From an optimization exercise on the open Yosys and OpenROAD flow, aimed at small area, a short achievable clock period and few clock cycles; shortcuts taken in it are not production practice.
The RTL was checked by simulation tests, not by an equivalence proof against the original design.

**run.sh**
```bash
#!/bin/bash
# synth_recipe.tcl (not shown) runs the flow's synth.tcl, then flattens the netlist and writes it again
# the make line also repeats each setting of config.mk as NAME=value (left out here)
make -C /OpenROAD-flow-scripts/flow DESIGN_CONFIG=/design/flow/config.mk WORK_HOME=/design/flow/orfs CLKGATE_MAP_FILE= SYNTH_SCRIPT=/design/flow/synth_recipe.tcl finish
```
**config.mk**
```make
export PLATFORM = sky130hd
export DESIGN_NAME = atc_decode
export DESIGN_NICKNAME = atc_decode
export VERILOG_FILES = /design/flow/design.v
export SDC_FILE = /design/flow/constraint.sdc
export NUM_CORES = 4
export LEC_CHECK = 0
export CAP_MARGIN = 20
export CORE_MARGIN = 2
export CORE_UTILIZATION = 40
export PLACE_DENSITY = 0.6
export SLEW_MARGIN = 20
```
**constraint.sdc**
```tcl
create_clock -name core_clock -period 6.0 [get_ports {clk}]
set_input_delay 1.2000 -clock core_clock [delete_from_list [all_inputs] [get_ports {clk}]]
set_output_delay 1.2000 -clock core_clock [all_outputs]
set_load 0.01 [all_outputs]
```
**design.v**
```verilog
module atc_decode (
    input  wire        clk,
    input  wire        rst,         
    input  wire        start,       
    input  wire [7:0]  in_len,      
    output wire        busy,
    output reg         src_re,
    output reg  [7:0]  src_addr,
    input  wire [7:0]  src_rdata,
    input  wire [8:0]  rd_addr,
    output reg  [31:0] rd_data
);
    localparam [7:0] MAX_FIELD_SZ = 8'd29;
    localparam [7:0] DEVCLS_LEN   = 8'd3;
    localparam [7:0] ITVL_LEN     = 8'd4;
    localparam [7:0] LEADDR_LEN   = 8'd7;
    localparam [7:0] R_OK      = 8'h00;
    localparam [7:0] R_MSGSIZE = 8'h04;
    localparam [7:0] R_BADDATA = 8'h0A;
    localparam N_U16 = 14;    
    localparam N_U32 = 7;     
    localparam [2:0] S_IDLE     = 3'd0,
                     S_LEN_REQ  = 3'd1,
                     S_LEN_WAIT = 3'd2,
                     S_TYP_REQ  = 3'd3,
                     S_TYP_WAIT = 3'd4,
                     S_CHECK    = 3'd5,
                     S_PAY_REQ  = 3'd6,
                     S_PAY_WAIT = 3'd7;
    reg [2:0] state;
    reg [7:0] pos;         
    reg [7:0] rem;         
    reg [7:0] len_b;       
    reg [7:0] typ;         
    reg [4:0] pidx;        
    reg [7:0] result;
    reg [17:0] fs_present;
    reg [3:0]  fs_complete;
    reg [7:0]  fs_flags, fs_txp, fs_lerole;
    reg [15:0] fs_appear, fs_advitvl;
    reg [7:0]  fs_u16_count, fs_u32_count;
    reg [7:0]  v_off [0:7];    
    reg [7:0]  v_n   [0:7];
    reg [31:0] fs_devcls, fs_itvl;
    reg [63:0] fs_leaddr;
    reg [15:0] u16 [0:N_U16-1];
    reg [31:0] u32 [0:N_U32-1];
    assign busy = (state != S_IDLE);
    wire [7:0] n       = len_b - 8'd1;         
    wire [7:0] pay_off = pos + 8'd2;           
    wire [7:0] rec_size = len_b + 8'd1;       
    reg       type_len_ok;      
    reg       type_copies;      
    reg       type_known;
    always @* begin
        type_len_ok = 1'b1;
        type_copies = 1'b0;
        type_known  = 1'b1;
        case (typ)
            8'h01, 8'h0A, 8'h1C: begin type_len_ok = (n == 8'd1);       type_copies = 1'b1; end
            8'h02, 8'h03:        begin type_len_ok = (n[0] == 1'b0);    type_copies = 1'b1; end
            8'h04, 8'h05:        begin type_len_ok = (n[1:0] == 2'b00); type_copies = 1'b1; end
            8'h06, 8'h07:        type_len_ok = (n[3:0] == 4'd0);
            8'h08, 8'h09:        type_len_ok = 1'b1;
            8'h0D:               begin type_len_ok = (n == DEVCLS_LEN); type_copies = 1'b1; end
            8'h12:               begin type_len_ok = (n == ITVL_LEN);   type_copies = 1'b1; end
            8'h16:               type_len_ok = (n >= 8'd2);
            8'h17:               type_len_ok = ((n % 8'd6) == 8'd0);
            8'h19, 8'h1A:        begin type_len_ok = (n == 8'd2);       type_copies = 1'b1; end
            8'h1B:               begin type_len_ok = (n == LEADDR_LEN); type_copies = 1'b1; end
            8'h20:               type_len_ok = (n >= 8'd4);
            8'h21:               type_len_ok = (n >= 8'd16);
            8'h24, 8'hFF:        type_len_ok = 1'b1;
            default:             type_known = 1'b0;
        endcase
    end
    always @* begin
        src_re   = 1'b0;
        src_addr = 8'd0;
        case (state)
            S_LEN_REQ: begin src_re = (rem != 8'd0); src_addr = pos;                  end
            S_TYP_REQ: begin src_re = 1'b1;          src_addr = pos + 8'd1;           end
            S_PAY_REQ: begin src_re = 1'b1;          src_addr = pay_off + {3'd0, pidx}; end
            default: ;
        endcase
    end
    integer i;
    always @(posedge clk) begin
        if (rst) begin
            state        <= S_IDLE;
            pos          <= 8'd0;
            rem          <= 8'd0;
            len_b        <= 8'd0;
            typ          <= 8'd0;
            pidx         <= 5'd0;
            result       <= R_OK;
            fs_present   <= 18'd0;
            fs_complete  <= 4'd0;
            fs_flags     <= 8'd0;
            fs_txp       <= 8'd0;
            fs_lerole    <= 8'd0;
            fs_appear    <= 16'd0;
            fs_advitvl   <= 16'd0;
            fs_u16_count <= 8'd0;
            fs_u32_count <= 8'd0;
            fs_devcls    <= 32'd0;
            fs_itvl      <= 32'd0;
            fs_leaddr    <= 64'd0;
            for (i = 0; i < 8; i = i + 1) begin
                v_off[i] <= 8'd0;
                v_n[i]   <= 8'd0;
            end
            for (i = 0; i < N_U16; i = i + 1) u16[i] <= 16'd0;
            for (i = 0; i < N_U32; i = i + 1) u32[i] <= 32'd0;
        end else begin
            case (state)
                S_IDLE: begin
                    if (start) begin
                        fs_present   <= 18'd0;
                        fs_complete  <= 4'd0;
                        fs_flags     <= 8'd0;
                        fs_txp       <= 8'd0;
                        fs_lerole    <= 8'd0;
                        fs_appear    <= 16'd0;
                        fs_advitvl   <= 16'd0;
                        fs_u16_count <= 8'd0;
                        fs_u32_count <= 8'd0;
                        fs_devcls    <= 32'd0;
                        fs_itvl      <= 32'd0;
                        fs_leaddr    <= 64'd0;
                        for (i = 0; i < 8; i = i + 1) begin
                            v_off[i] <= 8'd0;
                            v_n[i]   <= 8'd0;
                        end
                        for (i = 0; i < N_U16; i = i + 1) u16[i] <= 16'd0;
                        for (i = 0; i < N_U32; i = i + 1) u32[i] <= 32'd0;
                        pos   <= 8'd0;
                        rem   <= in_len;
                        state <= S_LEN_REQ;
                    end
                end
                S_LEN_REQ: begin
                    if (rem == 8'd0) begin
                        result <= R_OK;
                        state  <= S_IDLE;
                    end else begin
                        state <= S_LEN_WAIT;
                    end
                end
                S_LEN_WAIT: begin
                    len_b <= src_rdata;
                    if ({1'b0, rem} < {1'b0, src_rdata} + 9'd1) begin
                        result <= R_MSGSIZE;
                        state  <= S_IDLE;
                    end else if (src_rdata == 8'd0) begin
                        result <= R_BADDATA;
                        state  <= S_IDLE;
                    end else begin
                        state <= S_TYP_REQ;
                    end
                end
                S_TYP_REQ: state <= S_TYP_WAIT;
                S_TYP_WAIT: begin
                    typ   <= src_rdata;
                    state <= S_CHECK;
                end
                S_CHECK: begin
                    if (n > MAX_FIELD_SZ || (type_known && !type_len_ok)) begin
                        result <= R_BADDATA;
                        state  <= S_IDLE;
                    end else begin
                        case (typ)
                            8'h01: fs_present[0] <= 1'b1;
                            8'h02, 8'h03: begin
                                fs_present[1]  <= 1'b1;
                                fs_complete[0] <= typ[0];
                                fs_u16_count   <= {1'b0, n[7:1]};
                            end
                            8'h04, 8'h05: begin
                                fs_present[2]  <= 1'b1;
                                fs_complete[1] <= typ[0];
                                fs_u32_count   <= {2'b00, n[7:2]};
                            end
                            8'h06, 8'h07: begin
                                fs_present[3]  <= 1'b1;
                                fs_complete[2] <= typ[0];
                                v_off[0] <= pay_off;
                                v_n[0]   <= {4'd0, n[7:4]};
                            end
                            8'h08, 8'h09: begin
                                fs_present[4]  <= 1'b1;
                                fs_complete[3] <= typ[0];
                                v_off[1] <= pay_off;
                                v_n[1]   <= n;
                            end
                            8'h0A: fs_present[5] <= 1'b1;
                            8'h0D: fs_present[6] <= 1'b1;
                            8'h12: fs_present[7] <= 1'b1;
                            8'h16: begin
                                fs_present[8] <= 1'b1;
                                v_off[2] <= pay_off;
                                v_n[2]   <= n;
                            end
                            8'h17: begin
                                fs_present[9] <= 1'b1;
                                v_off[3] <= pay_off;
                                v_n[3]   <= n / 8'd6;
                            end
                            8'h19: fs_present[10] <= 1'b1;
                            8'h1A: fs_present[11] <= 1'b1;
                            8'h1B: fs_present[12] <= 1'b1;
                            8'h1C: fs_present[13] <= 1'b1;
                            8'h20: begin
                                fs_present[14] <= 1'b1;
                                v_off[4] <= pay_off;
                                v_n[4]   <= n;
                            end
                            8'h21: begin
                                fs_present[15] <= 1'b1;
                                v_off[5] <= pay_off;
                                v_n[5]   <= n;
                            end
                            8'h24: begin
                                fs_present[16] <= 1'b1;
                                v_off[6] <= pay_off;
                                v_n[6]   <= n;
                            end
                            8'hFF: begin
                                fs_present[17] <= 1'b1;
                                v_off[7] <= pay_off;
                                v_n[7]   <= n;
                            end
                            default: ;
                        endcase
                        pidx <= 5'd0;
                        if (type_copies && n != 8'd0) begin
                            state <= S_PAY_REQ;
                        end else begin
                            pos   <= pos + rec_size;
                            rem   <= rem - rec_size;
                            state <= S_LEN_REQ;
                        end
                    end
                end
                S_PAY_REQ: state <= S_PAY_WAIT;
                S_PAY_WAIT: begin
                    case (typ)
                        8'h01: fs_flags  <= src_rdata;
                        8'h0A: fs_txp    <= src_rdata;
                        8'h1C: fs_lerole <= src_rdata;
                        8'h02, 8'h03:
                            if (pidx[0]) u16[pidx[4:1]][15:8] <= src_rdata;
                            else         u16[pidx[4:1]][7:0]  <= src_rdata;
                        8'h04, 8'h05:
                            case (pidx[1:0])
                                2'd0: u32[pidx[4:2]][7:0]   <= src_rdata;
                                2'd1: u32[pidx[4:2]][15:8]  <= src_rdata;
                                2'd2: u32[pidx[4:2]][23:16] <= src_rdata;
                                2'd3: u32[pidx[4:2]][31:24] <= src_rdata;
                            endcase
                        8'h0D:
                            case (pidx[1:0])
                                2'd0: fs_devcls[7:0]   <= src_rdata;
                                2'd1: fs_devcls[15:8]  <= src_rdata;
                                default: fs_devcls[23:16] <= src_rdata;
                            endcase
                        8'h12:
                            case (pidx[1:0])
                                2'd0: fs_itvl[7:0]   <= src_rdata;
                                2'd1: fs_itvl[15:8]  <= src_rdata;
                                2'd2: fs_itvl[23:16] <= src_rdata;
                                2'd3: fs_itvl[31:24] <= src_rdata;
                            endcase
                        8'h19:
                            if (pidx[0]) fs_appear[15:8] <= src_rdata;
                            else         fs_appear[7:0]  <= src_rdata;
                        8'h1A:
                            if (pidx[0]) fs_advitvl[15:8] <= src_rdata;
                            else         fs_advitvl[7:0]  <= src_rdata;
                        8'h1B:
                            case (pidx[2:0])
                                3'd0: fs_leaddr[7:0]   <= src_rdata;
                                3'd1: fs_leaddr[15:8]  <= src_rdata;
                                3'd2: fs_leaddr[23:16] <= src_rdata;
                                3'd3: fs_leaddr[31:24] <= src_rdata;
                                3'd4: fs_leaddr[39:32] <= src_rdata;
                                3'd5: fs_leaddr[47:40] <= src_rdata;
                                default: fs_leaddr[55:48] <= src_rdata;
                            endcase
                        default: ;
                    endcase
                    if ({3'd0, pidx} == n - 8'd1) begin
                        pos   <= pos + rec_size;
                        rem   <= rem - rec_size;
                        state <= S_LEN_REQ;
                    end else begin
                        pidx  <= pidx + 5'd1;
                        state <= S_PAY_REQ;
                    end
                end
                default: state <= S_IDLE;
            endcase
        end
    end
    always @* begin
        rd_data = 32'd0;
        case (rd_addr)
            9'h001: rd_data = {31'd0, busy};                           
            9'h002: rd_data = {24'd0, result};                         
            9'h003: rd_data = {4'd1, LEADDR_LEN[3:0], ITVL_LEN[3:0],
                               DEVCLS_LEN[3:0], MAX_FIELD_SZ, 8'd0};   
            9'h004: rd_data = 32'h003F_7F80;                           
            9'h009: rd_data = {24'd0, pos};                            
            9'h040: rd_data = {14'd0, fs_present};
            9'h041: rd_data = {28'd0, fs_complete};
            9'h042: rd_data = {8'd0, fs_lerole, fs_txp, fs_flags};
            9'h043: rd_data = {fs_advitvl, fs_appear};
            9'h044: rd_data = {16'd0, fs_u32_count, fs_u16_count};
            9'h045: rd_data = {16'd0, v_n[0], v_off[0]};
            9'h046: rd_data = {16'd0, v_n[1], v_off[1]};
            9'h047: rd_data = {16'd0, v_n[2], v_off[2]};
            9'h048: rd_data = {16'd0, v_n[3], v_off[3]};
            9'h049: rd_data = {16'd0, v_n[4], v_off[4]};
            9'h04A: rd_data = {16'd0, v_n[5], v_off[5]};
            9'h04B: rd_data = {16'd0, v_n[6], v_off[6]};
            9'h04C: rd_data = {16'd0, v_n[7], v_off[7]};
            9'h04D: rd_data = fs_devcls;
            9'h04E: rd_data = fs_itvl;
            9'h04F: rd_data = fs_leaddr[31:0];
            9'h050: rd_data = fs_leaddr[63:32];
            default: begin
                if (rd_addr[8:4] == 5'h08 && rd_addr[3:0] < N_U16)
                    rd_data = {16'd0, u16[rd_addr[3:0]]};           
                else if (rd_addr[8:3] == 6'h20 && rd_addr[2:0] < N_U32)
                    rd_data = u32[rd_addr[2:0]];                    
            end
        endcase
    end
endmodule
```
==> reports/qor.csv <==
metric,value,unit
status,no timing/DRC/antenna violations,
crit_type,in2out,
critPathArrivalTime,4.67,ns
peakVddDrop,0.235,mV
yosysWarnings,3,
initial_core_util,40.4,%
ys_ff_latch,847,
fin_setup_tns,0,ns
cts_hold_buffers,0,
wl,145000,um
htreeDepth,3,
timing.hold.ws,0.465,ns
worst_ep_required_time,4.80,ns
reg2reg_from,len_b[0]$_SDFFE_PP0N_,
synth_edf_count,480,
yosysUniqueCellTypes,89,
cts_tree,yes,
crit_slowest_cell,or4b_2,
synth_top_family_by_area,simple AND/OR/NAND/NOR gates,
portBuffers,69,
drive_gt1_share,13.4,%
netlist_instances,3912,
hold_path.startpoint,v_n[1][5]$_SDFFE_PP0P_,
rows,116,
drv_slew,0,
vias_per_cell,6.07,
diodes,0,
tightest_slew,1.12,ns
num_vias,32621,
area_growth,15.0,%
grt_max_degree,99,
syn_nets,3988,
hold_viol,0,
synth-simple-area-share,17.6,%
synth_area,0.0406,sq mm
clockRootBuffer,clkbuf_16,
cp-start-kind,input pin,
antenna_found_initial,5,
muxShareOfSynthArea,7.83,%
power_density,318,mW/mm^2
overflow,0,
multi_input_area,0.0174,sq mm
drv_cap,0,
grt_pass1_wl,212000,um
slew_headroom,25.3,%
ys.flop_type,edfxtp_1,
critical_path.startpoint,rd_addr[7],
nNetsFinal,4018,
drt-wirelength-per-cell,27.0,um
synth_adder_area_share,1.54,%
clock-sinks,847,
dpl.hpwl,99000,um
final-setup-viol-count,0,
fmax,170,MHz
cts_buffer_depth,3,
fin_skew,0.0368,ns
synthArstFlopShare,0,%
fin_crit_sh,97.8,%
cp_max_fo,13,
final_cell_mix,"554 x nor2_1, 480 x edfxtp_1, 367 x dfxtp_1",
antenna_left,0,
power.static_leakage,16.7,nW
dieHeight,322,um
final-seq-area,0.0218,sq mm
grt_pass1_vias,30629,
slowest_delay,0.70,ns
cp_cell_sequence,"clkdlybuf4s50_1, or4b_2, or3_4, buf_4, nor2_2, buf_12, a22o_1, a221oi_1, and3_1, a41oi_1, clkdlybuf4s50_1",
die_area,0.104,sq mm
holdCritPathClass,reg2reg,
die_w,322,um
dr.pass1.iters,7,
worstSkewPairLatency,0.69,ns
ioPinCount,70,
finalWeightedCongestion,1.02,
ys_seq_area_share,53.7,%
cts-buffers-inserted,92,
rsz0062_at_grt,no,
fillers,9284,
drc,0,
fin_crit,5.87,ns
finalPower,14.8,mW
grt_usage,27.5,%
core,0.100,sq mm
drt_iter0_markers,4541,
synth_compound_area_share,14.2,%
cp-end-kind,output pin,
clk_pin_slew,0.06,ns
critPathMostFrequentCell,clkdlybuf4s50_1,
syn_area_per_cell,10.4,sq um
synthXorXnorAreaFrac,1.31,%
final_common_cell,nor2_1,
[per-layer routing]
layer / GRT usage (%) / part of all wire, % / up-vias
li1: - / - / 14493
met1: 38.0 / 42 / 16148
met2: 42.2 / 44 / 1628
met3: 5.21 / 9.0 / 350
met4: 12.0 / 5.0 / 2
met5: 0 / 0.014 / -
[critical path: cells and delay by family]
| family | cells | cell delay (ns) |
|---|---|---|
| compound gates | 3 | 0.54 |
| buf+inv | 4 | 1.44 |
| simple gates | 4 | 1.46 |
[flip-flops by register name, indices dropped and copies added (netlist names), 16 cells and up]
register    flops
v_n            58
fs_devcls      24
u16           256
fs_itvl        32
fs_leaddr      56
v_off          64
fs_appear      16
fs_advitvl     16
u32           224
fs_present     18
[repair_timing]
item / 4_1_cts / 5_1_grt
gates cloned: 0 / 1
resized for setup: 2 / 3
setup buffers: 0 / 1
endpoints found under the setup margin: 1 / 17
pin swaps: 1 / 1
[synth_stat cells (10+ instances only)]
| cell type | number | area share [%] |
|---|---|---|
| a222oi_1 | 16 | 0.39 |
| and3_1 | 74 | 1.1 |
| o21ai_0 | 189 | 2.3 |
| nor4_1 | 11 | 0.17 |
| mux2i_1 | 82 | 2.0 |
| a211oi_1 | 11 | 0.20 |
| xor2_1 | 25 | 0.54 |
| nand2b_1 | 22 | 0.34 |
| nor2_1 | 560 | 5.2 |
| edfxtp_1 | 480 | 36 |
| buf_2 | 16 | 0.20 |
| o2bb2ai_1 | 19 | 0.41 |
| nand3_1 | 106 | 1.3 |
| inv_1 | 45 | 0.42 |
| a221oi_1 | 56 | 1.2 |
| nor2b_1 | 12 | 0.19 |
| a22o_1 | 33 | 0.71 |
| a2bb2oi_1 | 11 | 0.24 |
| nand2_1 | 197 | 1.8 |
| dfxtp_1 | 367 | 18 |
| o21a_1 | 16 | 0.30 |
| or3_1 | 11 | 0.17 |
| a31oi_1 | 69 | 1.1 |
| mux2_2 | 25 | 0.69 |
| o22ai_1 | 24 | 0.37 |
| buf_1 | 30 | 0.28 |
| nor3_1 | 131 | 1.6 |
| xnor2_1 | 32 | 0.69 |
| ha_1 | 45 | 1.4 |
| clkbuf_1 | 295 | 2.7 |
| nor3b_1 | 19 | 0.35 |
| nand4_1 | 58 | 0.89 |
| a21o_1 | 11 | 0.20 |
| and2_1 | 226 | 3.5 |
| a21oi_1 | 250 | 3.1 |
| o211ai_1 | 22 | 0.41 |
| o22a_1 | 10 | 0.22 |
| a22oi_1 | 77 | 1.4 |
| mux4_2 | 92 | 5.1 |
[report_power, final]
group | internal [mW] | switching, mW | total [mW]
Sequential | 6.68 | 0.191 | 6.87
Clock | 3.46 | 2.45 | 5.91
Combinational | 0.670 | 1.39 | 2.06
[path summary, 6_finish.rpt]
check | to | slack, ns | cells past startpoint
setup / recovery | rd_data[10] | 0.13 | 11
hold / removal | v_n[1][5]$_SDFFE_PP0P_ | 0.46 | 1
setup reg to reg | v_off[0][5]$_SDFFE_PP0P_ | 0.62 | 17
hold reg to reg | v_n[1][5]$_SDFFE_PP0P_ | 0.46 | 1
[layout make-up]
class	count	area share, %
well taps	1357	3.64
inverters	51	0.410
clock buffers	121	5.43
clock inverters	46	1.25
flip-flops and latches	847	46.7
multi-input cells	2666	37.3
repair buffers	284	5.33
[cell families (layout without fill, tap and decap cells)]
| family | after synthesis | in the layout |
|---|---|---|
| adder cells (fa/ha/maj) | 48 | 48 |
| XOR/XNOR | 59 | 59 |
| AO/OA/AOI/OAI | 886 | 886 |
| flip-flops | 847 | 847 |
| AND/OR/NAND/NOR | 1474 | 1474 |
| buffers and inverters | 399 | 502 |
| multiplexers | 199 | 199 |
[per-stage QoR]
| step | util, % | instances | instance area (sq um) | setup slack [ns] |
|---|---|---|---|---|
| after floorplan | - | 3912 | 40600 | 0.699 |
| after global placement | 43.3 | 5203 | 43500 | -0.0655 |
| after detailed placement | 43.3 | 5203 | 43500 | -0.0874 |
| after CTS | 46.4 | 5370 | 46600 | 0.000855 |
| after global routing | 46.5 | 5372 | 46600 | 0.00549 |
| final | 46.5 | 5372 | 46600 | 0.131 |
Testbench counts, summed over its fixed seeds: cycles 96,463.

[re-timing with driven ports]
How much do the figures lean on ideal ports? The routed layout below was timed once more, with nothing changed but the port constraints. Step 1: set_driving_cell puts a clkbuf_16 on clk and a buf_2 on each other input, an assumption about the parent block. Step 2 also shifts input and output timing later by t, the mid clock arrival at the registers, as if the neighbouring blocks saw the same clock. Slacks: ideal ports / drivers / drivers and shift; pairs: ideal ports / drivers.
t (ns): 0.748
setup slack, ns: 0.131 / 0.102 / 0.102
hold slack, ns: 0.465 / 0.465 / 0.465
latest minus earliest clock arrival (ns): 0.037 / 0.037
worst slew at a driven data input, ns: 0.10
After both steps setup and hold are still met in this run. For this run, drivers alone change the setup slack by -0.029 ns; drivers and shift together by -0.029 ns.
